Source: an optimization exercise on an open RTL-to-GDS flow (aim: small area, a short achievable clock period and few clock cycles). Production flows keep margins and buffers that such runs may drop.
Function was not checked in any run shown here: the RTL went through the layout flow alone.
Power figures rest on the tool's default switching activity, not on a simulated workload.

==> flow/design.v <==
module vwac (
  input  wire        clk,
  input  wire        rst,         
  input  wire        bus_valid,   
  input  wire        bus_write,   
  input  wire [11:0] bus_addr,    
  input  wire [31:0] bus_wdata,
  output reg  [31:0] bus_rdata    
);
  localparam [3:0] S_IDLE    = 4'd0,
                   S_FAULT   = 4'd1,
                   S_BADCMD  = 4'd2,
                   S_ESTART  = 4'd3,
                   S_ESCAN   = 4'd4,
                   S_EPACK   = 4'd5,
                   S_ECOMMIT = 4'd6,
                   S_DSTART  = 4'd7,
                   S_DGEN    = 4'd8,
                   S_DCOMMIT = 4'd9;
  localparam [3:0] R_SUCCESS  = 4'h0,
                   R_NOFIT    = 4'h1,
                   R_FOREIGN  = 4'h2,
                   R_BAD_ID   = 4'h9,
                   R_BAD_U16  = 4'hA,
                   R_BAD_U8   = 4'hB,
                   R_BAD_CODE = 4'hC,
                   R_BAD_LEN  = 4'hD,
                   R_BAD_CMD  = 4'hE;
  localparam [2:0] K_PUNCT = 3'd0,
                   K_UPPER = 3'd1,
                   K_LOWER = 3'd2,
                   K_DIGIT = 3'd3,
                   K_ACCNT = 3'd4,
                   K_OTHER = 3'd5;
  localparam [1:0] M_ALPHA = 2'd0, M_LATIN = 2'd1, M_UTF = 2'd2;
  function [3:0] step_of;
    input [3:0] id;
    case (id)
      4'd1, 4'd2:       step_of = 4'd4;
      4'd3, 4'd4, 4'd5: step_of = 4'd5;
      4'd6, 4'd7, 4'd8: step_of = 4'd6;
      4'd9:             step_of = 4'd7;
      default:          step_of = 4'd8;
    endcase
  endfunction
  function [5:0] cap_of;
    input [3:0] id;
    case (id)
      4'd1, 4'd2:       cap_of = 6'd28;
      4'd3, 4'd4, 4'd5: cap_of = 6'd22;
      4'd6, 4'd7, 4'd8: cap_of = 6'd18;
      4'd9:             cap_of = 6'd16;
      default:          cap_of = 6'd14;
    endcase
  endfunction
  function [3:0] punct_idx;
    input [15:0] u;
    case (u)
      16'h0020: punct_idx = 4'd0;
      16'h005F: punct_idx = 4'd1;
      16'h002E: punct_idx = 4'd2;
      16'h002D: punct_idx = 4'd3;
      16'h003A: punct_idx = 4'd4;
      16'h002F: punct_idx = 4'd5;
      16'h002B: punct_idx = 4'd6;
      16'h002C: punct_idx = 4'd7;
      16'h0027: punct_idx = 4'd8;
      16'h0040: punct_idx = 4'd9;
      default:  punct_idx = 4'hF;
    endcase
  endfunction
  function [7:0] mark_of;
    input [3:0] idx;
    case (idx)
      4'd0: mark_of = 8'h20;
      4'd1: mark_of = 8'h5F;
      4'd2: mark_of = 8'h2E;
      4'd3: mark_of = 8'h2D;
      4'd4: mark_of = 8'h3A;
      4'd5: mark_of = 8'h2F;
      4'd6: mark_of = 8'h2B;
      4'd7: mark_of = 8'h2C;
      4'd8: mark_of = 8'h27;
      default: mark_of = 8'h40;
    endcase
  endfunction
  function [10:0] classify;
    input [15:0] u;
    reg [3:0] pi;
    begin
      pi = punct_idx(u);
      if (pi != 4'hF)                                    classify = {K_PUNCT, 4'd0, pi};
      else if (u >= 16'h41 && u <= 16'h5A)               classify = {K_UPPER, u[7:0]};
      else if (u >= 16'h61 && u <= 16'h7A)               classify = {K_LOWER, u[7:0]};
      else if (u >= 16'h30 && u <= 16'h39)               classify = {K_DIGIT, u[7:0]};
      else if (u >= 16'hC0 && u <= 16'hFF && u != 16'hD7 && u != 16'hF7)
                                                         classify = {K_ACCNT, u[7:0]};
      else                                               classify = {K_OTHER, 8'd0};
    end
  endfunction
  function [8:0] keep_of;
    input [10:0] c;
    case (c[10:8])
      K_PUNCT:
        case (c[3:0])
          4'd0:       keep_of = 9'h1EF;
          4'd1:       keep_of = 9'h1FC;
          4'd2, 4'd3: keep_of = 9'h1BF;
          4'd4:       keep_of = 9'h0AE;
          4'd5:       keep_of = 9'h0AC;
          4'd6, 4'd7: keep_of = 9'h0B3;
          4'd8:       keep_of = 9'h0A1;
          default:    keep_of = 9'h0B0;
        endcase
      K_UPPER: keep_of = 9'h1C4;
      K_LOWER: keep_of = 9'h1F8;
      K_DIGIT: keep_of = 9'h163;
      K_ACCNT: keep_of = 9'h100;
      default: keep_of = 9'h000;
    endcase
  endfunction
  function [6:0] enc_code;
    input [3:0]  id;
    input [10:0] c;
    reg [2:0] k;
    reg [7:0] v;
    reg [3:0] pi;
    reg [7:0] code;
    begin
      k = c[10:8]; v = c[7:0]; pi = c[3:0];
      code = 8'd0;
      case (id)
        4'd1: begin  
          if (k == K_DIGIT) code = v - 8'h30;
          else
            case (pi)
              4'd0: code = 8'h0A;
              4'd2: code = 8'h0B;
              4'd3: code = 8'h0C;
              4'd6: code = 8'h0D;
              4'd7: code = 8'h0E;
              default: code = 8'h0F;
            endcase
        end
        4'd2: begin  
          if (k == K_DIGIT) code = v - 8'h30;
          else
            case (pi)
              4'd0: code = 8'h0A;
              4'd3: code = 8'h0C;
              4'd4: code = 8'h0D;
              4'd6: code = 8'h0E;
              default: code = 8'h0F;
            endcase
        end
        4'd3: begin  
          if (k == K_UPPER) code = v - 8'h40;
          else if (pi == 4'd0) code = 8'h00;
          else code = 8'h1A + {4'd0, pi};
        end
        4'd4: begin  
          if (k == K_LOWER) code = v - 8'h60;
          else if (pi == 4'd0) code = 8'h00;
          else code = 8'h1A + {4'd0, pi};
        end
        4'd5: begin  
          if (k == K_LOWER) code = v - 8'h60;
          else
            case (pi)
              4'd7: code = 8'h00;
              4'd1: code = 8'h1B;
              4'd2: code = 8'h1C;
              4'd3: code = 8'h1D;
              4'd6: code = 8'h1E;
              default: code = 8'h1F;
            endcase
        end
        4'd6: begin  
          if (k == K_DIGIT) code = v - 8'h2F;
          else if (k == K_LOWER) code = v - 8'h56;
          else if (pi == 4'd0) code = 8'h00;
          else code = 8'h24 + {4'd0, pi};
        end
        4'd7: begin  
          if (k == K_DIGIT) code = v - 8'h2F;
          else if (k == K_UPPER) code = v - 8'h36;
          else if (k == K_LOWER) code = v - 8'h3C;
          else if (pi == 4'd0) code = 8'h00;
          else code = 8'h3F;
        end
        4'd8: begin  
          if (k == K_UPPER) code = v - 8'h40;
          else if (k == K_LOWER) code = v - 8'h46;
          else if (pi == 4'd0) code = 8'h00;
          else code = 8'h34 + {4'd0, pi};
        end
        default: begin  
          if (k == K_DIGIT) code = v - 8'h2F;
          else if (k == K_UPPER) code = v - 8'h36;
          else if (k == K_LOWER) code = v - 8'h3C;
          else if (k == K_ACCNT) begin
            if (v <= 8'hD6)      code = v - 8'h81;
            else if (v <= 8'hF6) code = v - 8'h82;
            else                 code = v - 8'h83;
          end
          else if (pi == 4'd0) code = 8'h00;
          else if (pi == 4'd2) code = 8'h7E;
          else code = 8'h7F;
        end
      endcase
      enc_code = code[6:0];
    end
  endfunction
  function [8:0] lut_dec;
    input [3:0] id;
    input [7:0] g;
    reg       none;
    reg [7:0] ch;
    begin
      none = 1'b0; ch = 8'h00;
      case (id)
        4'd1, 4'd2: begin
          if (g <= 8'h09) ch = 8'h30 + g;
          else if (id == 4'd1)
            case (g)
              8'h0A: ch = 8'h20; 8'h0B: ch = 8'h2E; 8'h0C: ch = 8'h2D;
              8'h0D: ch = 8'h2B; 8'h0E: ch = 8'h2C; default: ch = 8'h27;
            endcase
          else
            case (g)
              8'h0A: ch = 8'h20; 8'h0B: none = 1'b1; 8'h0C: ch = 8'h2D;
              8'h0D: ch = 8'h3A; 8'h0E: ch = 8'h2B; default: ch = 8'h2C;
            endcase
        end
        4'd3, 4'd4: begin
          if (g == 8'h00)      ch = 8'h20;
          else if (g <= 8'h1A) ch = g + ((id == 4'd3) ? 8'h40 : 8'h60);
          else                 ch = mark_of(g[3:0] - 4'hA);
        end
        4'd5: begin
          if (g == 8'h00)      ch = 8'h2C;
          else if (g <= 8'h1A) ch = g + 8'h60;
          else
            case (g)
              8'h1B: ch = 8'h5F; 8'h1C: ch = 8'h2E; 8'h1D: ch = 8'h2D;
              8'h1E: ch = 8'h2B; default: ch = 8'h40;
            endcase
        end
        4'd6: begin
          if (g == 8'h00)      ch = 8'h20;
          else if (g <= 8'h0A) ch = g + 8'h2F;
          else if (g <= 8'h24) ch = g + 8'h56;
          else if (g <= 8'h2D) ch = mark_of(g[3:0] - 4'h4);
          else                 none = 1'b1;
        end
        4'd7: begin
          if (g == 8'h00)      ch = 8'h20;
          else if (g <= 8'h0A) ch = g + 8'h2F;
          else if (g <= 8'h24) ch = g + 8'h36;
          else if (g <= 8'h3E) ch = g + 8'h3C;
          else                 ch = 8'h5F;
        end
        4'd8: begin
          if (g == 8'h00)      ch = 8'h20;
          else if (g <= 8'h1A) ch = g + 8'h40;
          else if (g <= 8'h34) ch = g + 8'h46;
          else if (g <= 8'h39) ch = mark_of(g[3:0] - 4'h4);
          else                 none = 1'b1;
        end
        4'd9: begin
          if (g == 8'h00)      ch = 8'h20;
          else if (g <= 8'h0A) ch = g + 8'h2F;
          else if (g <= 8'h24) ch = g + 8'h36;
          else if (g <= 8'h3E) ch = g + 8'h3C;
          else if (g <= 8'h55) ch = g + 8'h81;
          else if (g <= 8'h74) ch = g + 8'h82;
          else if (g <= 8'h7C) ch = g + 8'h83;
          else if (g == 8'h7D) none = 1'b1;
          else if (g == 8'h7E) ch = 8'h2E;
          else                 ch = 8'h2D;
        end
        default: ch = g;    
      endcase
      lut_dec = {none, ch};
    end
  endfunction
  reg [15:0]  char_in [0:63];
  reg [15:0]  in_len;
  reg [11:0]  hdr;
  reg [111:0] payload;
  reg [4:0]   out_len;
  reg         out_wide;
  reg [223:0] co;             
  reg [3:0]   st;
  reg         st_done, st_ok, st_ovr;
  reg [3:0]   st_res;
  wire busy  = (st != S_IDLE) && (st != S_FAULT);
  wire fault = (st == S_FAULT);
  reg [111:0] acc;            
  reg [111:0] stg;            
  reg         rec_ok;         
  reg         rec_wide;
  reg [4:0]   rec_n;
  reg [5:0]   r;              
  reg         pend;           
  reg         v;              
  reg [15:0]  u_r;
  reg         a_lat;          
  reg [8:0]   a_keep;
  reg [2:0]   a_unres;        
  reg         a_ubad, a_upend;
  reg [3:0]   a_ub;           
  reg [1:0]   pk_mode;
  reg [3:0]   pk_id;
  reg [3:0]   pk_s;
  reg [5:0]   pk_len;
  reg [1:0]   bi;
  reg [1:0]   carry;
  reg [1:0]   ph;             
  reg [6:0]   bp;
  reg [2:0]   gc;
  reg [7:0]   gg;
  reg [5:0]   gn;
  reg [4:0]   nout;
  reg [1:0]   cc;
  reg [17:0]  cacc;
  reg [1:0]   lc;
  reg [9:0]   hsp;
  wire rd_req  = bus_valid & ~bus_write;
  wire wr_req  = bus_valid & bus_write;
  wire a_lo    = (bus_addr[11:8] == 4'h0);
  wire a_cin   = (bus_addr[11:8] == 4'h1);
  wire a_cout  = (bus_addr[11:8] == 4'h2);
  wire [5:0] a_k = bus_addr[7:2];
  wire host_cin_rd = rd_req & a_cin;
  wire port_free   = ~host_cin_rd;
  wire wr_ok   = wr_req & ~busy;
  wire wr_cin  = wr_ok & a_cin;
  wire wr_reg  = wr_ok & a_lo & (bus_addr[7:6] == 2'b00);
  wire wr_pay  = wr_ok & a_lo & (bus_addr[7:6] == 2'b01) & (bus_addr[5:4] == 2'b00);
  wire wr_cmd  = wr_reg & (bus_addr[5:2] == 4'd0) & ~fault & (bus_wdata[1:0] != 2'd0);
  wire wr_inl  = wr_reg & (bus_addr[5:2] == 4'd3);
  wire wr_hdr  = wr_reg & (bus_addr[5:2] == 4'd4);
  wire [5:0]  port_idx = host_cin_rd ? a_k : r;
  wire [15:0] port_q   = char_in[port_idx];
  reg  [7:0]  co_lo, co_hi;
  integer j;
  always @* begin
    co_lo = 8'd0;
    for (j = 0; j < 28; j = j + 1)
      if (a_k[4:0] == j) co_lo = co[8*j +: 8];
    co_hi = 8'd0;
    for (j = 0; j < 14; j = j + 1)
      if (a_k[3:0] == j) co_hi = co[8*(14+j) +: 8];
  end
  wire co_valid = ({1'b0, a_k} < {2'b00, out_len});
  wire [15:0] co_unit = co_valid ? {out_wide ? co_hi : 8'h00, co_lo} : 16'd0;
  reg [31:0] rd_val;
  always @* begin
    rd_val = 32'd0;
    if (a_lo) begin
      if (bus_addr[7:6] == 2'b00) begin
        case (bus_addr[5:2])
          4'd1: rd_val = {23'd0, st_ovr, st_res, fault, st_ok, st_done, busy};
          4'd2: rd_val = 32'd112;
          4'd3: rd_val = {16'd0, in_len};
          4'd4: rd_val = {20'd0, hdr};
          4'd5: rd_val = {27'd0, out_len};
          default: rd_val = 32'd0;
        endcase
      end else if (bus_addr[7:6] == 2'b01) begin
        case (bus_addr[5:2])
          4'd0: rd_val = payload[31:0];
          4'd1: rd_val = payload[63:32];
          4'd2: rd_val = payload[95:64];
          4'd3: rd_val = {16'd0, payload[111:96]};
          default: rd_val = 32'd0;
        endcase
      end
    end else if (a_cin)
      rd_val = {16'd0, port_q};
    else if (a_cout)
      rd_val = {16'd0, co_unit};
  end
  always @(posedge clk)
    bus_rdata <= rd_val;
  wire [15:0] cin_d = bus_wdata[15:0] & {16{~rst}};
  genvar gi;
  generate
    for (gi = 0; gi < 64; gi = gi + 1) begin : g_cin
      always @(posedge clk)
        if (rst | (wr_cin & (a_k == gi)))
          char_in[gi] <= cin_d;
    end
  endgenerate
  wire [10:0] ucls   = classify(u_r);
  wire [8:0]  ukeep  = keep_of(ucls);
  wire        u_pun  = (ucls[10:8] == K_PUNCT);
  wire [2:0]  uunres = {u_pun & (ucls[3:0] == 4'd1),
                        u_pun & (ucls[3:0] >= 4'd6),
                        u_pun & (ucls[3:0] == 4'd2)};
  wire        u_hs   = (u_r[15:10] == 6'b110110);
  wire        u_ls   = (u_r[15:10] == 6'b110111);
  wire [1:0]  u_nb   = (u_r[15:7] == 9'd0) ? 2'd1 : (u_r[15:11] == 5'd0) ? 2'd2 : 2'd3;
  wire        f_lat   = a_lat & (u_r[15:8] == 8'd0);
  wire [8:0]  f_keep  = a_keep & ukeep;
  wire [2:0]  f_unres = a_unres | uunres;
  reg         f_ubad, f_upend;
  reg  [4:0]  f_ubs;
  always @* begin
    f_ubad = a_ubad; f_upend = a_upend; f_ubs = {1'b0, a_ub};
    if (a_upend) begin
      if (u_ls) begin f_upend = 1'b0; f_ubs = f_ubs + 5'd4; end
      else f_ubad = 1'b1;
    end else if (u_hs) f_upend = 1'b1;
    else if (u_ls)     f_ubad = 1'b1;
    else               f_ubs = f_ubs + {3'd0, u_nb};
  end
  wire [3:0] f_ub = f_ubs[4] ? 4'hF : f_ubs[3:0];
  wire        L_big   = (in_len > 16'd28);
  wire        L_zero  = (in_len == 16'd0);
  wire        L_short = (in_len <= 16'd14);
  wire [4:0]  L5      = in_len[4:0];
  wire [8:0]  capm = {(L5 <= 5'd16), {3{L5 <= 5'd18}}, {3{L5 <= 5'd22}}, 2'b11};
  wire [8:0]  okm  = a_keep & capm & ~{a_unres[2], a_unres[1], 5'b00000, a_unres[0], 1'b0};
  reg  [3:0]  win;
  integer wi;
  always @* begin
    win = 4'd0;
    for (wi = 9; wi >= 1; wi = wi - 1)
      if (okm[wi-1]) win = wi;
  end
  wire [6:0]  pk_code = enc_code(pk_id, ucls);
  wire [10:0] hs_w    = {1'b0, u_r[9:0]} + 11'h040;
  reg  [7:0]  ubyte;
  reg  [1:0]  unb;
  always @* begin
    unb = u_nb; ubyte = u_r[7:0];
    if (u_hs) begin
      unb = 2'd2;
      ubyte = (bi == 2'd0) ? {5'b11110, hs_w[10:8]} : {2'b10, hs_w[7:2]};
    end else if (u_ls) begin
      unb = 2'd2;
      ubyte = (bi == 2'd0) ? {2'b10, carry, u_r[9:6]} : {2'b10, u_r[5:0]};
    end else if (u_nb == 2'd2)
      ubyte = (bi == 2'd0) ? {3'b110, u_r[10:6]} : {2'b10, u_r[5:0]};
    else if (u_nb == 2'd3)
      ubyte = (bi == 2'd0) ? {4'b1110, u_r[15:12]} :
              (bi == 2'd1) ? {2'b10, u_r[11:6]} : {2'b10, u_r[5:0]};
  end
  wire pk_last = (pk_mode != M_UTF) | (bi == unb - 2'd1);
  wire [1:0] h_tag = hdr[11:10];
  wire [3:0] h_id  = hdr[9:6];
  wire [5:0] h_len = hdr[5:0];
  wire [3:0] h_step = step_of(h_id);
  wire       pay_zero = (payload == 112'd0);
  wire       pbit  = payload[bp];
  wire [8:0] gdec  = lut_dec(h_id, gg);
  wire       g_cont = (gg[7:6] == 2'b10);
  reg        g_bad;
  reg [20:0] g_cp;
  always @* begin
    g_bad = 1'b0; g_cp = 21'd0;
    if (gg[7] == 1'b0) begin
      g_cp = {14'd0, gg[6:0]};
      if (cc != 2'd0) g_bad = 1'b1;
    end else if (gg >= 8'hC2 && gg <= 8'hDF) begin
      g_cp = {10'd0, gg[4:0], cacc[17:12]};
      if (cc != 2'd1) g_bad = 1'b1;
    end else if (gg[7:4] == 4'hE) begin
      g_cp = {5'd0, gg[3:0], cacc[17:6]};
      if (cc != 2'd2) g_bad = 1'b1;
      if (gg == 8'hE0 && lc[1] == 1'b0) g_bad = 1'b1;
      if (gg == 8'hED && lc[1] == 1'b1) g_bad = 1'b1;
    end else if (gg >= 8'hF0 && gg <= 8'hF4) begin
      g_cp = {gg[2:0], cacc};
      if (cc != 2'd3) g_bad = 1'b1;
      if (gg == 8'hF0 && lc == 2'b00) g_bad = 1'b1;
      if (gg == 8'hF4 && lc != 2'b00) g_bad = 1'b1;
    end else
      g_bad = 1'b1;
  end
  wire [20:0] g_cpm = g_cp - 21'h10000;
  wire        g_sup = (g_cp[20:16] != 5'd0);
  wire fold_st = (st == S_IDLE) | (st == S_FAULT) | (st == S_ESCAN) | (st == S_ESTART);
  wire consume = v & pk_last & (st == S_EPACK);
  reg  rd_now;
  always @* begin
    case (st)
      S_IDLE, S_FAULT: rd_now = pend & port_free;
      S_ESCAN:         rd_now = ({10'd0, r} < in_len) & port_free;
      S_EPACK:         rd_now = ({10'd0, r} < in_len) & (~v | consume) & port_free;
      default:         rd_now = 1'b0;
    endcase
  end
  wire fold_now = v & fold_st;
  wire [5:0] r_eff = r + {5'd0, rd_now};
  always @(posedge clk) begin
    if (rst) begin
      st <= S_IDLE;
      st_done <= 1'b0; st_ok <= 1'b0; st_ovr <= 1'b0; st_res <= 4'd0;
      in_len <= 16'd0; hdr <= 12'd0; payload <= 112'd0;
      out_len <= 5'd0; out_wide <= 1'b0;
      rec_ok <= 1'b0; rec_wide <= 1'b0; rec_n <= 5'd0;
      r <= 6'd0; pend <= 1'b0; v <= 1'b0;
      a_lat <= 1'b1; a_keep <= 9'h1FF; a_unres <= 3'd0;
      a_ubad <= 1'b0; a_upend <= 1'b0; a_ub <= 4'd0;
    end else begin
      if (rd_now) begin
        u_r <= port_q;
        r <= r + 6'd1;
        pend <= 1'b0;
      end
      if (rd_now) v <= 1'b1;
      else if (fold_now | consume) v <= 1'b0;
      if (fold_now) begin
        a_lat <= f_lat; a_keep <= f_keep; a_unres <= f_unres;
        a_ubad <= f_ubad; a_upend <= f_upend; a_ub <= f_ub;
      end
      if (wr_req & busy) st_ovr <= 1'b1;
      if (wr_inl) in_len <= bus_wdata[15:0];
      if (wr_hdr) begin hdr <= bus_wdata[11:0]; rec_ok <= 1'b0; end
      if (wr_pay) begin
        rec_ok <= 1'b0;
        case (bus_addr[3:2])
          2'd0: payload[31:0]   <= bus_wdata;
          2'd1: payload[63:32]  <= bus_wdata;
          2'd2: payload[95:64]  <= bus_wdata;
          default: payload[111:96] <= bus_wdata[15:0];
        endcase
      end
      if (wr_cin) begin
        if (a_k == 6'd0) begin
          r <= 6'd0; pend <= 1'b1; v <= 1'b0;
          a_lat <= 1'b1; a_keep <= 9'h1FF; a_unres <= 3'd0;
          a_ubad <= 1'b0; a_upend <= 1'b0; a_ub <= 4'd0;
        end else if (a_k < r_eff) begin
          r <= 6'd0; pend <= 1'b0; v <= 1'b0;
          a_lat <= 1'b1; a_keep <= 9'h1FF; a_unres <= 3'd0;
          a_ubad <= 1'b0; a_upend <= 1'b0; a_ub <= 4'd0;
        end else if (a_k == r_eff && r_eff <= 6'd28)
          pend <= 1'b1;
      end
      if (wr_cmd) begin
        st_done <= 1'b0; st_ok <= 1'b0; st_res <= 4'd0; st_ovr <= 1'b0;
        pend <= 1'b0;
        case (bus_wdata[1:0])
          2'd1:    st <= S_ESTART;
          2'd2:    st <= S_DSTART;
          default: st <= S_BADCMD;
        endcase
      end
      case (st)
        S_BADCMD: begin
          st_done <= 1'b1; st_res <= R_BAD_CMD; st <= S_FAULT;
        end
        S_ESTART: begin
          if (L_big) begin
            st_done <= 1'b1; st_res <= R_NOFIT; st <= S_IDLE;
          end else if (L_zero) begin
            acc <= 112'd0; pk_id <= 4'd0; pk_len <= 6'd0; pk_mode <= M_LATIN;
            st <= S_ECOMMIT;
          end else if (v) begin
          end else if (r != in_len[5:0]) begin
            if (r > in_len[5:0]) begin
              r <= 6'd0;
              a_lat <= 1'b1; a_keep <= 9'h1FF; a_unres <= 3'd0;
              a_ubad <= 1'b0; a_upend <= 1'b0; a_ub <= 4'd0;
            end
            st <= S_ESCAN;
          end else if (L_short) begin
            if (a_lat) begin
              pk_mode <= M_LATIN; pk_id <= 4'd10; pk_s <= 4'd8; pk_len <= in_len[5:0];
              r <= 6'd0; acc <= 112'd0; bi <= 2'd0;
              st <= S_EPACK;
            end else if (a_ubad | a_upend) begin
              st_done <= 1'b1; st_res <= R_BAD_U16; st <= S_FAULT;
            end else if (a_ub > 4'd14) begin
              st_done <= 1'b1; st_res <= R_NOFIT; st <= S_IDLE;
            end else begin
              pk_mode <= M_UTF; pk_id <= 4'd0; pk_s <= 4'd8; pk_len <= {2'b00, a_ub};
              r <= 6'd0; acc <= 112'd0; bi <= 2'd0;
              st <= S_EPACK;
            end
          end else if (win == 4'd0) begin
            st_done <= 1'b1; st_res <= R_NOFIT; st <= S_IDLE;
          end else begin
            pk_mode <= M_ALPHA; pk_id <= win; pk_s <= step_of(win); pk_len <= in_len[5:0];
            r <= 6'd0; acc <= 112'd0; bi <= 2'd0;
            st <= S_EPACK;
          end
        end
        S_ESCAN: begin
          if (({10'd0, r} == in_len) && !v) st <= S_ESTART;
        end
        S_EPACK: begin
          if (v) begin
            if (pk_mode == M_UTF) begin
              bi <= pk_last ? 2'd0 : bi + 2'd1;
              if (u_hs && bi == 2'd1) carry <= hs_w[1:0];
            end
            case (pk_mode == M_ALPHA ? pk_s : 4'd8)
              4'd4:    acc <= {acc[107:0], pk_code[3:0]};
              4'd5:    acc <= {acc[106:0], pk_code[4:0]};
              4'd6:    acc <= {acc[105:0], pk_code[5:0]};
              4'd7:    acc <= {acc[104:0], pk_code[6:0]};
              default: acc <= {acc[103:0], (pk_mode == M_UTF) ? ubyte : u_r[7:0]};
            endcase
          end
          if (({10'd0, r} == in_len) && (!v || consume)) st <= S_ECOMMIT;
        end
        S_ECOMMIT: begin
          hdr <= {2'b10, pk_id, pk_len};
          payload <= acc;
          for (j = 0; j < 14; j = j + 1) begin
            acc[8*j +: 8] <= char_in[j][7:0];
            stg[8*j +: 8] <= (pk_mode == M_UTF) ? char_in[j][15:8] : char_in[14+j][7:0];
          end
          rec_ok <= 1'b1; rec_n <= L5; rec_wide <= (pk_mode == M_UTF);
          st_done <= 1'b1; st_ok <= 1'b1; st_res <= R_SUCCESS; st <= S_IDLE;
        end
        S_DSTART: begin
          if (h_tag != 2'b10) begin
            st_done <= 1'b1; st_res <= R_FOREIGN; st <= S_IDLE;
          end else if (pay_zero) begin
            out_len <= 5'd0;
            st_done <= 1'b1; st_ok <= 1'b1; st_res <= R_SUCCESS; st <= S_IDLE;
          end else if (rec_ok) begin
            co <= {stg, acc}; out_len <= rec_n; out_wide <= rec_wide;
            st_done <= 1'b1; st_ok <= 1'b1; st_res <= R_SUCCESS; st <= S_IDLE;
          end else if (h_id > 4'd10) begin
            st_done <= 1'b1; st_res <= R_BAD_ID; st <= S_FAULT;
          end else if (h_len > cap_of(h_id)) begin
            st_done <= 1'b1; st_res <= R_BAD_LEN; st <= S_FAULT;
          end else begin
            ph <= 2'd0; bp <= 7'd0; gc <= 3'd0; gg <= 8'd0; gn <= h_len; nout <= 5'd0;
            cc <= 2'd0; cacc <= 18'd0;
            if (h_len == 6'd0) begin
              rec_ok <= 1'b1; rec_n <= 5'd0; rec_wide <= (h_id == 4'd0);
              st <= S_DCOMMIT;
            end else
              st <= S_DGEN;
          end
        end
        S_DGEN: begin
          case (ph)
            2'd0: begin
              gg[gc] <= pbit;
              bp <= bp + 7'd1;
              if ({1'b0, gc} == h_step - 4'd1) ph <= 2'd1;
              else gc <= gc + 3'd1;
            end
            2'd1: begin
              gg <= 8'd0; gc <= 3'd0;
              if (h_id != 4'd0) begin
                if (gdec[8]) begin
                  st_done <= 1'b1; st_res <= R_BAD_CODE; st <= S_FAULT;
                end else begin
                  acc <= {acc[103:0], gdec[7:0]};
                  stg <= {stg[103:0], acc[111:104]};
                  nout <= nout + 5'd1;
                  gn <= gn - 6'd1;
                  if (gn == 6'd1) begin
                    rec_ok <= 1'b1; rec_n <= nout + 5'd1; rec_wide <= 1'b0;
                    st <= S_DCOMMIT;
                  end else
                    ph <= 2'd0;
                end
              end else if (g_cont) begin
                gn <= gn - 6'd1;
                if (cc == 2'd3 || gn == 6'd1) begin
                  st_done <= 1'b1; st_res <= R_BAD_U8; st <= S_FAULT;
                end else begin
                  cacc <= {gg[5:0], cacc[17:6]};
                  cc <= cc + 2'd1;
                  lc <= gg[5:4];
                  ph <= 2'd0;
                end
              end else if (g_bad) begin
                st_done <= 1'b1; st_res <= R_BAD_U8; st <= S_FAULT;
              end else begin
                gn <= gn - 6'd1;
                cc <= 2'd0; cacc <= 18'd0;
                nout <= nout + 5'd1;
                if (g_sup) begin
                  acc <= {acc[103:0], g_cpm[7:0]};
                  stg <= {stg[103:0], 6'b110111, g_cpm[9:8]};
                  hsp <= g_cpm[19:10];
                  ph <= 2'd2;
                end else begin
                  acc <= {acc[103:0], g_cp[7:0]};
                  stg <= {stg[103:0], g_cp[15:8]};
                  if (gn == 6'd1) begin
                    rec_ok <= 1'b1; rec_n <= nout + 5'd1; rec_wide <= 1'b1;
                    st <= S_DCOMMIT;
                  end else
                    ph <= 2'd0;
                end
              end
            end
            default: begin
              acc <= {acc[103:0], hsp[7:0]};
              stg <= {stg[103:0], 6'b110110, hsp[9:8]};
              nout <= nout + 5'd1;
              if (gn == 6'd0) begin
                rec_ok <= 1'b1; rec_n <= nout + 5'd1; rec_wide <= 1'b1;
                st <= S_DCOMMIT;
              end else
                ph <= 2'd0;
            end
          endcase
        end
        S_DCOMMIT: begin
          co <= {stg, acc}; out_len <= rec_n; out_wide <= rec_wide;
          st_done <= 1'b1; st_ok <= 1'b1; st_res <= R_SUCCESS; st <= S_IDLE;
        end
        default: ;
      endcase
    end
  end
endmodule
==> flow/run.sh <==
#!/bin/bash
# synth_recipe.tcl (not shown) runs the flow's synth.tcl, then flattens the netlist and writes it again
# the make line also repeats each setting of config.mk as NAME=value (left out here)
make -C /OpenROAD-flow-scripts/flow DESIGN_CONFIG=/design/flow/config.mk WORK_HOME=/design/flow/orfs CLKGATE_MAP_FILE= SYNTH_SCRIPT=/design/flow/synth_recipe.tcl finish
==> flow/config.mk <==
export PLATFORM = sky130hd
export DESIGN_NAME = vwac
export DESIGN_NICKNAME = vwac
export VERILOG_FILES = /design/flow/design.v
export SDC_FILE = /design/flow/constraint.sdc
export NUM_CORES = 8
export LEC_CHECK = 0
export CAP_MARGIN = 20
export CORE_MARGIN = 2
export CORE_UTILIZATION = 30
export PLACE_DENSITY = 0.35
export SLEW_MARGIN = 20
==> flow/constraint.sdc <==
create_clock -name core_clock -period 11.0 [get_ports {clk}]
set_input_delay 2.2000 -clock core_clock [delete_from_list [all_inputs] [get_ports {clk}]]
set_output_delay 2.2000 -clock core_clock [all_outputs]
set_load 0.01 [all_outputs]
==> summary.txt, run 1 <==
Reg2Reg Depth -> 22
synthesized area per cell -> 11.5 um2
Setup Skew -> 0.0633 ns
Core Footprint -> 290,000 um2
H-Tree Depth -> 4
Hold Slack -> 0.417 ns
io pins -> 80
fin util -> 0.350
CTS buffer count -> 217
DIE WIDTH -> 544 um
FF-to-FF End -> acc[3]
Mapped Nets -> 7,783
Crit path depth -> 14
WL final -> 531 mm
clock slew at reported path FFs -> 0.06 ns
Fin. Hold Viols -> 0
CP bufs+invs -> 4
worst hold start -> stg[106]
switching share of power -> 0.248
buffer levels on the longest clock path -> 4
Hold Path Sink -> co[218]
share of cells above drive strength 1 -> 0.122
vias per inst -> 6.39
number of remaining DRC errors -> 0
critical setup path kind -> primary input to flip-flop
1st-iter DRT viols -> 11,354
clock group share of total power -> 0.457
fin crit period -> 7.85 ns
final worst slack -> 3.15 ns
CTS tree -> done
RD Place Congestion -> 0.961
CP delay by family, top -> simple AND/OR/NAND/NOR gates
Port Buffer Count -> 77
Hold-fix buffers, CTS -> 0
Hold WC Path Type -> flip-flop to flip-flop
Synthesis Warnings -> 2
Slowest-stage cell, CP -> nor2_4
area grow syn2layout -> 16.4%
Setup-failing EPs final -> 0
Worst EP required -> 11.79 ns
clk root buf -> clkbuf_16
Worst VDD drop -> 127 uV
worst hold stages -> 0
power per cell area -> 158 nW/um2
f_max -> 127 MHz
Setup Slack @ Placement -> 2.71 ns
async set-reset flop share out of synthesis -> 0
Crit Path Max Fanout -> 74
crit path capture type -> flip-flop
post_cts resized -> 0
Pleak -> 0.0329 uW
register area share after synthesis -> 0.593
initial antenna violation count -> 62
P_int -> 12,100 uW
fin crit share -> 0.714
drt wl/cell -> 45.2 um
RSZ-0062 raised after global routing -> false
max incr delay on CP -> 0.84 ns
Psw -> 3990 uW
max-cap viol count -> 0
Worst Setup SP -> bus_addr[8]
vias in the first global route -> 69,452
worst path cell trace -> clkdlybuf4s50_1 -> nand3b_1 -> nor2_4 -> buf_12 -> or3_1 -> o31ai_4 -> buf_4 -> nor4_1 -> nand3_1 -> buf_4 -> nor3b_1 -> a21oi_1 -> mux2i_1 -> o32ai_1
top cell type's share of synthesized area -> 0.540
Setup TNS Final -> 0 ns
fin nets -> 7,800
Vias -> 74,999
FF-to-FF Start -> u_r[6]
gr usage total -> 0.349
Clk Latency, worst-skew pair -> 0.92 ns
flops & latches, synth -> 1,801
Sequential Power Share -> 0.497
DIE AREA -> 296,000 um2
Post-synth EDFFs -> 1,571
post-synth top area cell -> edfxtp_1
CP dominant cell by count -> buf_4
Final Max Slew Viols -> 0
height of the die -> 544 um
antenna viol nets, final -> 0
largest net degree at the start of global routing -> 190
distinct cell type count after synthesis -> 98
crit path launch type -> primary input
Final Power -> 16,100 uW
# rows -> 198
Post-Synthesis Cells -> 7,627
DP HPWL -> 364 mm
Slew @ Worst Pin -> 1.28 ns
Logic pwr share -> 0.046
clock sink total -> 1,801
initial core utilization -> 0.301
first-pass GRT wire length -> 692 mm
outcome -> no timing/DRC/antenna violations
Worst EP arrival -> 8.64 ns
worst reg2reg setup slack -> 3.51 ns
max_slew headroom -> 0.147
drt first pass iters -> 8
Synth Cell Area -> 87,400 um2
Synth Flop Type -> edfxtp_1
synth top area cells -> edfxtp_1, dfxtp_1, a22oi_1
GRT overflow -> 0
post-CTS setup buffers -> 0
[placed cells by master (no fill, tap or decap), types with 38 or more instances in the layout]
cell type / Yosys / routed
o22ai_1: 57 / 57
nor2_1: 644 / 627
a311oi_1: 131 / 130
o21ai_0: 346 / 346
a211oi_1: 183 / 181
edfxtp_1: 1571 / 1571
dfxtp_1: 230 / 230
a31o_2: 49 / 49
o211ai_1: 38 / 38
a22o_1: 155 / 155
xnor2_1: 48 / 48
buf_4: 0 / 337
a221oi_1: 283 / 283
o31ai_4: 0 / 62
nand3_1: 217 / 217
inv_1: 99 / 99
mux2i_1: 159 / 159
clkinv_1: 4 / 42
a31oi_1: 175 / 172
nor2b_1: 55 / 38
clkbuf_1: 537 / 51
nor4_1: 71 / 66
nor3_1: 88 / 82
clkdlybuf4s50_1: 0 / 72
a21oi_1: 376 / 375
nand2_1: 702 / 689
clkinv_2: 0 / 40
a22oi_1: 372 / 372
clkbuf_16: 0 / 219
nand4_1: 115 / 115
a222oi_1: 40 / 40
nand2b_1: 59 / 54
ha_1: 107 / 107
[power by group through the flow]
| stage | Clock (uW) | Sequential (uW) | Combinational [uW] |
|---|---|---|---|
| floorplan | 0 | 7970 | 242 |
| global placement | 0 | 8130 | 710 |
| detailed placement | 0 | 8130 | 711 |
| CTS | 7400 | 7990 | 713 |
| global route | 7650 | 8010 | 728 |
| finish | 7350 | 8000 | 737 |
[worst register-to-register path, stage by stage, from the launching register on]
cell and delay [ns]:
edfxtp_1 0.66, inv_1 0.39, ha_1 0.31, nand3b_1 0.21, or3_1 0.46, o22ai_2 0.39, a211oi_1 0.09, buf_4 0.22
nand2_1 0.08, nand2_1 0.30, inv_1 0.33, ha_1 0.55, inv_1 0.18, nor2_1 0.23, nand2_1 0.10, o21ai_0 0.29
nand2_1 0.17, o21a_1 0.23, a221oi_1 0.32, a31oi_2 0.34, a2111oi_2 0.43, buf_4 0.25, nand3_1 0.49
[synthesized netlist by cell type, types with 155 or more instances]
cell / count
nand2_1: 702
o21ai_0: 346
a22oi_1: 372
a31oi_1: 175
a22o_1: 155
a221oi_1: 283
edfxtp_1: 1571
a211oi_1: 183
clkbuf_1: 537
nand3_1: 217
a21oi_1: 376
dfxtp_1: 230
mux2i_1: 159
nor2_1: 644
[how the worst max path moves through the flow]
| stage | endpoint |
|---|---|
| after global placement | bus_rdata[5] |
| after floorplan | co[0] |
| after CTS | acc[3] |
| after detailed placement | bus_rdata[9] |
| final | bus_rdata[9] |
| after global routing | bus_rdata[9] |
[layer usage]
metal | global-route usage | up-vias | share of wire
met5 | 0 | - | 0.00017
li1 | - | 30446 | -
met2 | 0.529 | 4242 | 0.44
met3 | 0.0702 | 798 | 0.085
met1 | 0.483 | 39499 | 0.43
met4 | 0.153 | 14 | 0.052
[layout make-up]
type | count | area [um2]
fillers | 29100 | 189000
flip-flops and latches | 1801 | 51800
multi-input cells | 5096 | 34100
clock buffers | 280 | 5810
well taps | 3900 | 4880
repair buffers | 424 | 3480
clock inverters | 116 | 1170
inverters | 104 | 395
diodes | 21 | 52.6
[sequential cells by signal, indices dropped and copies added, names as in the netlist, 6 cells and up, named ones only]
name,count
char_in,1024
bus_rdata,32
in_len,16
r,6
stg,112
cacc,18
acc,112
pk_len,6
u_r,16
a_keep,9
payload,112
bp,7
hsp,10
co,224
gg,8
hdr,12
gn,6
[per-stage QoR]
| step | cells | instance area, um2 |
|---|---|---|
| after global placement | 11319 | 94500 |
| after floorplan | 7627 | 87400 |
| after detailed placement | 11321 | 94600 |
| after global routing | 11723 | 102000 |
| after CTS | 11717 | 102000 |
| final | 11742 | 102000 |
[logic make-up after synthesis]
family,count (synthesis),share of synthesized area
compound gates,2538,0.208
simple gates,2160,0.114
flops,1801,0.593
buf+inv,730,0.0319
mux,227,0.0312
fa+ha+maj,109,0.0157
xor+xnor,62,0.00621
==> run 2: changes to the inputs <==
--- a/flow/design.v
+++ b/flow/design.v
@@ -316,6 +316,8 @@
   reg [5:0]   pk_len;
   reg [1:0]   bi;
   reg [1:0]   carry;
+  reg         v2;             
+  reg [7:0]   ins_r;
   reg [1:0]   ph;             
   reg [6:0]   bp;
   reg [2:0]   gc;
@@ -494,7 +496,7 @@
     endcase
   end
   wire fold_now = v & fold_st;
-  wire [5:0] r_eff = r + {5'd0, rd_now};
+  wire [5:0] r_eff = r + {5'd0, pend};
   always @(posedge clk) begin
     if (rst) begin
       st <= S_IDLE;
@@ -571,7 +573,7 @@
           end else if (L_short) begin
             if (a_lat) begin
               pk_mode <= M_LATIN; pk_id <= 4'd10; pk_s <= 4'd8; pk_len <= in_len[5:0];
-              r <= 6'd0; acc <= 112'd0; bi <= 2'd0;
+              r <= 6'd0; acc <= 112'd0; bi <= 2'd0; v2 <= 1'b0;
               st <= S_EPACK;
             end else if (a_ubad | a_upend) begin
               st_done <= 1'b1; st_res <= R_BAD_U16; st <= S_FAULT;
@@ -579,14 +581,14 @@
               st_done <= 1'b1; st_res <= R_NOFIT; st <= S_IDLE;
             end else begin
               pk_mode <= M_UTF; pk_id <= 4'd0; pk_s <= 4'd8; pk_len <= {2'b00, a_ub};
-              r <= 6'd0; acc <= 112'd0; bi <= 2'd0;
+              r <= 6'd0; acc <= 112'd0; bi <= 2'd0; v2 <= 1'b0;
               st <= S_EPACK;
             end
           end else if (win == 4'd0) begin
             st_done <= 1'b1; st_res <= R_NOFIT; st <= S_IDLE;
           end else begin
             pk_mode <= M_ALPHA; pk_id <= win; pk_s <= step_of(win); pk_len <= in_len[5:0];
-            r <= 6'd0; acc <= 112'd0; bi <= 2'd0;
+            r <= 6'd0; acc <= 112'd0; bi <= 2'd0; v2 <= 1'b0;
             st <= S_EPACK;
           end
         end
@@ -599,15 +601,19 @@
               bi <= pk_last ? 2'd0 : bi + 2'd1;
               if (u_hs && bi == 2'd1) carry <= hs_w[1:0];
             end
-            case (pk_mode == M_ALPHA ? pk_s : 4'd8)
-              4'd4:    acc <= {acc[107:0], pk_code[3:0]};
-              4'd5:    acc <= {acc[106:0], pk_code[4:0]};
-              4'd6:    acc <= {acc[105:0], pk_code[5:0]};
-              4'd7:    acc <= {acc[104:0], pk_code[6:0]};
-              default: acc <= {acc[103:0], (pk_mode == M_UTF) ? ubyte : u_r[7:0]};
-            endcase
+            ins_r <= (pk_mode == M_ALPHA) ? {1'b0, pk_code} :
+                     (pk_mode == M_UTF)   ? ubyte : u_r[7:0];
           end
-          if (({10'd0, r} == in_len) && (!v || consume)) st <= S_ECOMMIT;
+          v2 <= v;
+          if (v2)
+            case (pk_s)
+              4'd4:    acc <= {acc[107:0], ins_r[3:0]};
+              4'd5:    acc <= {acc[106:0], ins_r[4:0]};
+              4'd6:    acc <= {acc[105:0], ins_r[5:0]};
+              4'd7:    acc <= {acc[104:0], ins_r[6:0]};
+              default: acc <= {acc[103:0], ins_r[7:0]};
+            endcase
+          if (({10'd0, r} == in_len) && !v) st <= S_ECOMMIT;
         end
         S_ECOMMIT: begin
           hdr <= {2'b10, pk_id, pk_len};
--- a/flow/config.mk
+++ b/flow/config.mk
@@ -9,4 +9,5 @@
 export CORE_MARGIN = 2
 export CORE_UTILIZATION = 30
 export PLACE_DENSITY = 0.35
+export SETUP_SLACK_MARGIN = 5
 export SLEW_MARGIN = 20
==> run 2 against run 1 <==
Compared with the run above:
- flip-flop and latch count is 9 higher
- critical path depth fell by 2
- sequential power rose by 6.1%
- global-route usage fell by 1.9 points
- fmax is 28% higher
- count of clock-buffer cells in the layout down 12
- clock skew rose by 0.069 ns
- non-clock buffer count decreased by 67
- cell count fell by 4.5%
- setup slack gained 1.7 ns
- sequential share of layout area rose by 0.86 points
- critical path type unchanged
- largest cell class unchanged
==> summary.txt, run 2 <==
crit path launch type -> primary input
io pins -> 80
drt wl/cell -> 44.5 um
worst hold start -> stg[110]
fin crit share -> 0.557
max_slew headroom -> 0.157
Pleak -> 0.0343 uW
max incr delay on CP -> 0.85 ns
critical setup path kind -> primary input to flip-flop
initial antenna violation count -> 45
post-synth top area cell -> edfxtp_1
RSZ-0062 raised after global routing -> false
synth top area cells -> edfxtp_1, dfxtp_1, mux4_2
Slowest-stage cell, CP -> nor4_4
Reg with most FFs -> char_in
commonest non-fill, non-tap cell in the layout -> edfxtp_1
Worst VDD drop -> 140 uV
largest net degree at the start of global routing -> 149
area grow syn2layout -> 16.1%
Worst EP arrival -> 6.87 ns
worst path cell trace -> buf_2 -> nand2b_1 -> buf_4 -> nor2_4 -> a41o_2 -> a22o_1 -> a221oi_1 -> nand4_1 -> nor4_4 -> a31oi_2 -> a211oi_1 -> a21oi_1
async set-reset flop share out of synthesis -> 0
1st-iter DRT viols -> 10,327
CTS buffer count -> 218
FF-to-FF Start -> u_r[0]
fin crit period -> 6.12 ns
WL final -> 499 mm
Finished Layout Cells -> 11,216
Mapped Nets -> 7,359
Crit Path Max Fanout -> 21
fin nets -> 7,394
number of remaining DRC errors -> 0
synthesized area per cell -> 12.0 um2
worst reg2reg setup slack -> 5.31 ns
outcome -> no timing/DRC/antenna violations
Port Buffer Count -> 77
H-Tree Depth -> 4
FF-to-FF End -> ins_r[6]
Synth Cell Area -> 86,600 um2
distinct cell type count after synthesis -> 104
top cell type's share of synthesized area -> 0.548
Worst EP required -> 11.75 ns
clock sink total -> 1,810
Worst Setup SP -> bus_addr[4]
Slew @ Worst Pin -> 1.23 ns
height of the die -> 541 um
Setup TNS Final -> 0 ns
most frequent cells after synthesis -> edfxtp_1, nand2_1, nor2_1
first-pass GRT wire length -> 652 mm
Setup-failing EPs final -> 0
CTS tree -> done
Core Footprint -> 288,000 um2
DIE AREA -> 293,000 um2
Synthesis Warnings -> 2
Clk Latency, worst-skew pair -> 0.96 ns
GRT overflow -> 0
power per cell area -> 175 nW/um2
register area share after synthesis -> 0.601
number of flip-flops in the largest register -> 1,024
DP HPWL -> 340 mm
vias per inst -> 6.28
Setup Skew -> 0.133 ns
initial core utilization -> 0.301
f_max -> 163 MHz
Final Max Slew Viols -> 0
Synth Flop Type -> edfxtp_1
Post-synth EDFFs -> 1,580
antenna viol nets, final -> 0
buffer levels on the longest clock path -> 4
crit path to -> bus_rdata[14]
Post-Synthesis Cells -> 7,203
crit path capture type -> flip-flop
flops & latches, synth -> 1,810
RD Place Congestion -> 0.941
drt first pass iters -> 8
most frequent cells in the layout -> edfxtp_1, nand2_1, nor2_1
# rows -> 197
Regs by FF count -> char_in (1024), co (224)
share of cells above drive strength 1 -> 0.137
count leader, synth -> edfxtp_1
clk root buf -> clkbuf_16
gr usage total -> 0.331
Placed Cells -> 10,787
DIE WIDTH -> 541 um
vias in the first global route -> 66,152
Fin. Hold Viols -> 0
Hold WC Path Type -> flip-flop to flip-flop
max-cap viol count -> 0
Reg2Reg Depth -> 18
clock slew at reported path FFs -> 0.06 ns
Vias -> 70,426
run 2: cell families after synthesis:
group / after synthesis / share of synthesized area
AOI/OAI and AO/OA: 2157 / 0.179
and+or+nand+nor: 2087 / 0.111
DFF: 1810 / 0.601
buffers and inverters: 642 / 0.0285
muxes: 337 / 0.0581
adders and majority gates: 108 / 0.0157
xor gates and xnor gates: 62 / 0.00627
run 2: timing repair:
action                                  4_1_cts  5_1_grt
setup buffers                                 9        2
endpoints found under the setup margin       55       18
cloned                                        0        1
pin swaps                                    15       14
gates resized for setup                      58       38
hold buffers                                  0        0
run 2: layer usage:
metal  vias up  part of all wire  GRT usage
met5         -          0.000046          0
met4         4             0.051      0.144
met3       750             0.076     0.0499
met2      3779              0.44      0.510
met1     37245              0.43      0.459
li1      28648                 -          -
run 2: worst min-delay path by stage:
| stage | endpoint | slack (ns) | depth (start not counted) |
|---|---|---|---|
| floorplan | co[216] | 0.40 | 0 |
| global placement | co[223] | 0.40 | 0 |
| global route | co[217] | 0.43 | 0 |
| detailed placement | co[223] | 0.41 | 0 |
| finish | co[222] | 0.42 | 0 |
| CTS | co[223] | 0.42 | 0 |
run 2: layout make-up:
class,instances,area (um2)
Timing Repair Buffer,357,3060
Tap cell,3781,4730
Antenna cell,15,37.5
Clock buffer,268,5730
Sequential cell,1810,52000
Clock inverter,134,1380
Inverter,100,375
Fill cell,28381,187000
Multi-Input combinational cell,4751,33100
run 2: worst max-delay path, delay by kind of cell:
family | cells | cell delay, ns
AOI/OAI and AO/OA | 6 | 1.95
buffers and inverters | 2 | 0.84
and+or+nand+nor | 4 | 1.78
run 2: through the flow:
stage	instance area [um2]	worst slack, ns	hold WS, ns	total power (uW)	util
final	100000	4.88	0.421	17600	0.349
after global routing	100000	5.01	0.433	18000	0.349
after CTS	100000	5.00	0.420	17600	0.349
after detailed placement	92800	2.89	0.406	10200	0.323
after global placement	92800	2.89	0.401	10200	0.323
after floorplan	86700	4.67	0.400	9180	-
run 2: report_power, final:
| part | leakage (uW) | switching (uW) | internal [uW] | total, uW |
|---|---|---|---|---|
| Sequential | 0.0168 | 464 | 8030 | 8490 |
| Combinational | 0.0141 | 1250 | 415 | 1670 |
| Clock | 0.00347 | 3160 | 4260 | 7420 |
==> run 3: changes to the inputs <==
--- a/flow/design.v
+++ b/flow/design.v
@@ -343,47 +343,46 @@
   wire wr_cmd  = wr_reg & (bus_addr[5:2] == 4'd0) & ~fault & (bus_wdata[1:0] != 2'd0);
   wire wr_inl  = wr_reg & (bus_addr[5:2] == 4'd3);
   wire wr_hdr  = wr_reg & (bus_addr[5:2] == 4'd4);
-  wire [5:0]  port_idx = host_cin_rd ? a_k : r;
-  wire [15:0] port_q   = char_in[port_idx];
+  reg  [63:0] psel;
+  reg  [15:0] port_q;
+  integer e;
+  always @* begin
+    port_q = 16'd0;
+    for (e = 0; e < 64; e = e + 1) begin
+      psel[e] = host_cin_rd ? (a_k == e) : (r == e);
+      port_q  = port_q | ({16{psel[e]}} & char_in[e]);
+    end
+  end
   reg  [7:0]  co_lo, co_hi;
   integer j;
   always @* begin
     co_lo = 8'd0;
     for (j = 0; j < 28; j = j + 1)
-      if (a_k[4:0] == j) co_lo = co[8*j +: 8];
+      co_lo = co_lo | ({8{a_k[4:0] == j}} & co[8*j +: 8]);
     co_hi = 8'd0;
     for (j = 0; j < 14; j = j + 1)
-      if (a_k[3:0] == j) co_hi = co[8*(14+j) +: 8];
+      co_hi = co_hi | ({8{a_k[3:0] == j}} & co[8*(14+j) +: 8]);
   end
   wire co_valid = ({1'b0, a_k} < {2'b00, out_len});
-  wire [15:0] co_unit = co_valid ? {out_wide ? co_hi : 8'h00, co_lo} : 16'd0;
-  reg [31:0] rd_val;
-  always @* begin
-    rd_val = 32'd0;
-    if (a_lo) begin
-      if (bus_addr[7:6] == 2'b00) begin
-        case (bus_addr[5:2])
-          4'd1: rd_val = {23'd0, st_ovr, st_res, fault, st_ok, st_done, busy};
-          4'd2: rd_val = 32'd112;
-          4'd3: rd_val = {16'd0, in_len};
-          4'd4: rd_val = {20'd0, hdr};
-          4'd5: rd_val = {27'd0, out_len};
-          default: rd_val = 32'd0;
-        endcase
-      end else if (bus_addr[7:6] == 2'b01) begin
-        case (bus_addr[5:2])
-          4'd0: rd_val = payload[31:0];
-          4'd1: rd_val = payload[63:32];
-          4'd2: rd_val = payload[95:64];
-          4'd3: rd_val = {16'd0, payload[111:96]};
-          default: rd_val = 32'd0;
-        endcase
-      end
-    end else if (a_cin)
-      rd_val = {16'd0, port_q};
-    else if (a_cout)
-      rd_val = {16'd0, co_unit};
-  end
+  wire [15:0] co_unit = {16{co_valid}} & {out_wide ? co_hi : 8'h00, co_lo};
+  wire a_reg = a_lo & (bus_addr[7:6] == 2'b00);
+  wire a_pay = a_lo & (bus_addr[7:6] == 2'b01) & (bus_addr[5:4] == 2'b00);
+  wire [31:0] rd_reg =
+      ({32{bus_addr[5:2] == 4'd1}} & {23'd0, st_ovr, st_res, fault, st_ok, st_done, busy})
+    | ({32{bus_addr[5:2] == 4'd2}} & 32'd112)
+    | ({32{bus_addr[5:2] == 4'd3}} & {16'd0, in_len})
+    | ({32{bus_addr[5:2] == 4'd4}} & {20'd0, hdr})
+    | ({32{bus_addr[5:2] == 4'd5}} & {27'd0, out_len});
+  wire [31:0] rd_pay =
+      ({32{bus_addr[3:2] == 2'd0}} & payload[31:0])
+    | ({32{bus_addr[3:2] == 2'd1}} & payload[63:32])
+    | ({32{bus_addr[3:2] == 2'd2}} & payload[95:64])
+    | ({32{bus_addr[3:2] == 2'd3}} & {16'd0, payload[111:96]});
+  wire [31:0] rd_val =
+      ({32{a_reg}} & rd_reg)
+    | ({32{a_pay}} & rd_pay)
+    | ({32{a_cin}} & {16'd0, port_q})
+    | ({32{a_cout}} & {16'd0, co_unit});
   always @(posedge clk)
     bus_rdata <= rd_val;
   wire [15:0] cin_d = bus_wdata[15:0] & {16{~rst}};
--- a/flow/config.mk
+++ b/flow/config.mk
@@ -7,7 +7,7 @@
 export LEC_CHECK = 0
 export CAP_MARGIN = 20
 export CORE_MARGIN = 2
-export CORE_UTILIZATION = 30
-export PLACE_DENSITY = 0.35
+export CORE_UTILIZATION = 55
+export PLACE_DENSITY = 0.65
 export SETUP_SLACK_MARGIN = 5
 export SLEW_MARGIN = 20
==> run 3 against run 2 <==
Compared with the run above:
- non-clock buffer count increased by 20
- still clean
- total power decreased by 13%
- clock power decreased by 15%
- combinational power decreased by 46%
- worst hold slack got worse by 0.00088 ns
==> summary.txt, run 3 <==
Hold Path Sink -> co[221]
gr usage total -> 0.497
area grow syn2layout -> 13.7%
DIE WIDTH -> 397 um
Clk Latency, worst-skew pair -> 0.88 ns
CP dominant cell by count -> buf_4
flops & latches, synth -> 1,810
Pleak -> 0.0328 uW
Post-synth EDFFs -> 1,580
synthesized area per cell -> 12.4 um2
distinct cell type count after synthesis -> 93
Setup-failing EPs final -> 0
post-synth top area cell -> edfxtp_1
crit path launch type -> primary input
Setup Skew -> 0.0535 ns
vias in the first global route -> 63,665
outcome -> no timing/DRC/antenna violations
worst path cell trace -> clkdlybuf4s50_1 -> or4b_4 -> nor3b_4 -> buf_12 -> buf_4 -> buf_16 -> o31ai_4 -> buf_4 -> a22o_1 -> a221oi_1 -> nand4_1 -> nor4_1 -> nand2_1 -> a211o_1
Reg with most FFs -> char_in
Crit Path Max Fanout -> 16
fin nets -> 7,116
top cell type's share of synthesized area -> 0.559
Core Footprint -> 154,000 um2
worst reg2reg setup slack -> 5.11 ns
height of the die -> 397 um
crit path capture type -> flip-flop
Multi-input gate area -> 32,200 um2
Sequential Power Share -> 0.530
Final Max Slew Viols -> 0
max_slew headroom -> 0.103
async set-reset flop share out of synthesis -> 0
Slew @ Worst Pin -> 1.34 ns
Worst Setup SP -> bus_addr[8]
initial antenna violation count -> 34
main combinational cell family by area after synthesis -> compound AO/OA/AOI/OAI gates
commonest non-fill, non-tap cell in the layout -> edfxtp_1
power per cell area -> 158 nW/um2
most frequent cells in the layout -> edfxtp_1, nand2_1, a22oi_1
FF-to-FF Start -> gg[7]
WL final -> 397 mm
Vias -> 70,413
Synth Cell Area -> 84,900 um2
RD Place Congestion -> 1.03
Setup TNS Final -> 0 ns
RSZ-0062 raised after global routing -> true
Post-Synthesis Cells -> 6,861
FF-to-FF End -> acc[43]
clock slew at reported path FFs -> 0.06 ns
Logic pwr share -> 0.059
first-pass GRT wire length -> 535 mm
DIE AREA -> 157,000 um2
count leader, synth -> edfxtp_1
largest net degree at the start of global routing -> 167
post-synthesis xor/xnor area fraction -> 0.00702
max incr delay on CP -> 0.73 ns
register area share after synthesis -> 0.613
Fin. Hold Viols -> 0
critical setup path kind -> primary input to flip-flop
f_max -> 162 MHz
clock group share of total power -> 0.412
Reg2Reg Depth -> 13
H-Tree Depth -> 4
multiplexer share of the synthesized area -> 0.0703
Regs by FF count -> char_in (1024), co (224)
Worst EP required -> 11.72 ns
# rows -> 144
clock sink total -> 1,810
post-synthesis compound-gate area fraction -> 0.163
fin crit period -> 6.17 ns
synth top area cells -> edfxtp_1, dfxtp_1, a22oi_1
worst hold stages -> 0
fin util -> 0.628
fin crit share -> 0.560
Synth Flop Type -> edfxtp_1
filler instances -> 12,000
vias per inst -> 7.67
Psw -> 3790 uW
DP HPWL -> 266 mm
max-cap viol count -> 0
Synthesis Warnings -> 2
Worst VDD drop -> 162 uV
drt first pass iters -> 18
Worst EP arrival -> 6.88 ns
Mapped Nets -> 7,020
clk root buf -> clkbuf_16
post-synthesis adder-cell area fraction -> 0.0165
register area -> 52,000 um2
initial core utilization -> 0.552
Port Buffer Count -> 77
P_int -> 11,400 uW
CTS tree -> done
Synth Area in Simple Gates -> 0.105
Slowest-stage cell, CP -> a221oi_1
1st-iter DRT viols -> 14,112
number of flip-flops in the largest register -> 1,024
antenna viol nets, final -> 0
io pins -> 80
share of cells above drive strength 1 -> 0.131
number of remaining DRC errors -> 0
Hold WC Path Type -> flip-flop to flip-flop
drt wl/cell -> 43.3 um
worst hold start -> stg[109]
CTS buffer count -> 183
GRT overflow -> 0
Final Power -> 15,200 uW
buffer levels on the longest clock path -> 3
switching share of power -> 0.249
most frequent cells after synthesis -> edfxtp_1, nand2_1, nor2_1
run 3: changes by cell type after synthesis, sizes merged, moves of 30 or more:
cell / previous run / this run
clkbuf: 456 / 413
buf: 86 / 53
nor2: 601 / 470
a21o: 85 / 33
a31oi: 164 / 61
a31o: 36 / 6
a211oi: 211 / 152
a22oi: 388 / 458
nand3: 128 / 191
mux2i: 185 / 271
a21oi: 303 / 261
o21ai: 238 / 303
o31ai: 32 / 79
run 3: repair_timing:
action                     4_1_cts  5_1_grt
pin swaps                        8       12
buffers inserted                16       29
hold buffers                     0        0
resized for setup               23       47
gates cloned                     3        2
setup endpoints to repair      113      159
run 3: layer usage:
| metal | up-vias | track usage | wire (um) |
|---|---|---|---|
| met3 | 1712 | 0.226 | 67000 |
| li1 | 27394 | - | - |
| met5 | - | 0.0197 | 646 |
| met4 | 38 | 0.338 | 35600 |
| met2 | 6962 | 0.681 | 160000 |
| met1 | 34307 | 0.627 | 134000 |
run 3: power by group through the flow:
stage	sequential [uW]	combinational, uW	clock (uW)
after floorplan	8050	348	0
after global placement	8170	781	0
after detailed placement	8190	789	0
after CTS	8040	808	6210
after global routing	8080	874	6470
final	8070	895	6270
run 3: worst max-delay path, delay by kind of cell:
family	cells	cell delay, ns
AOI/OAI and AO/OA	4	1.51
buffers and inverters	5	1.34
and+or+nand+nor	5	1.76
run 3: through the flow:
step	worst slack, ns	area, um2	instances	hold WS [ns]
5_1_grt	4.99	96400	9158	0.428
4_1_cts	4.91	95800	9120	0.419
6_report	4.83	96500	9182	0.420
2_1_floorplan	4.39	85000	6861	0.400
3_3_place_gp	3.10	89500	8762	0.402
3_5_place_dp	3.06	89600	8762	0.406
run 3: cell families (layout without fill, tap and decap cells):
logic type | Yosys count | count (layout)
compound gates | 1946 | 1946
xor+xnor | 68 | 68
fa+ha+maj | 111 | 111
buf+inv | 562 | 812
flops | 1810 | 1810
mux | 420 | 420
other cells | 0 | 27
simple gates | 1944 | 1944
run 3: worst max-delay path by stage:
stage / to / slack, ns / depth (start not counted)
6_report: bus_rdata[8] / 4.83 / 14
5_1_grt: bus_rdata[8] / 4.99 / 14
4_1_cts: bus_rdata[1] / 4.91 / 12
3_5_place_dp: bus_rdata[1] / 3.06 / 12
3_3_place_gp: bus_rdata[1] / 3.10 / 12
2_1_floorplan: acc[0] / 4.39 / 12
run 3: final cells by class:
type / count / share of cell area
Clock inverter: 97 / 0.0105
Clock buffer: 242 / 0.0507
Sequential cell: 1810 / 0.540
Tap cell: 2044 / 0.0265
Multi-Input combinational cell: 4489 / 0.333
Inverter: 96 / 0.00393
Timing Repair Buffer: 377 / 0.0345
Antenna cell: 27 / 0.000700

-- port drivers added, routing unchanged --
The flow's constraints put no driver on any port. The routed layouts listed below were extracted and timed again, unchanged, in two steps.
Step 1, drivers: a clkbuf_16 drives clk and a buf_2 each remaining input, both assumed.
Step 2 also shifts input and output timing later by t, the mid clock arrival at the registers, as if the neighbouring blocks saw the same clock.
a / b / c = no drivers / after step 1 / after step 2; a / b = the first two.
| run | t, ns | setup WS [ns] | hold slack, ns |
|---|---|---|---|
| run 1 | 0.993 | 3.149 / 3.215 / 2.222 | 0.417 / 0.417 / 0.417 |
| run 2 | 0.990 | 4.876 / 4.927 / 3.937 | 0.421 / 0.421 / 0.421 |
| run 3 | 0.944 | 4.835 / 4.807 / 3.863 | 0.420 / 0.420 / 0.420 |
After both steps every run listed still meets setup and hold. The setup slack of run 3, which loses most, moves by -0.028 ns with the drivers and by -0.972 ns with both steps.
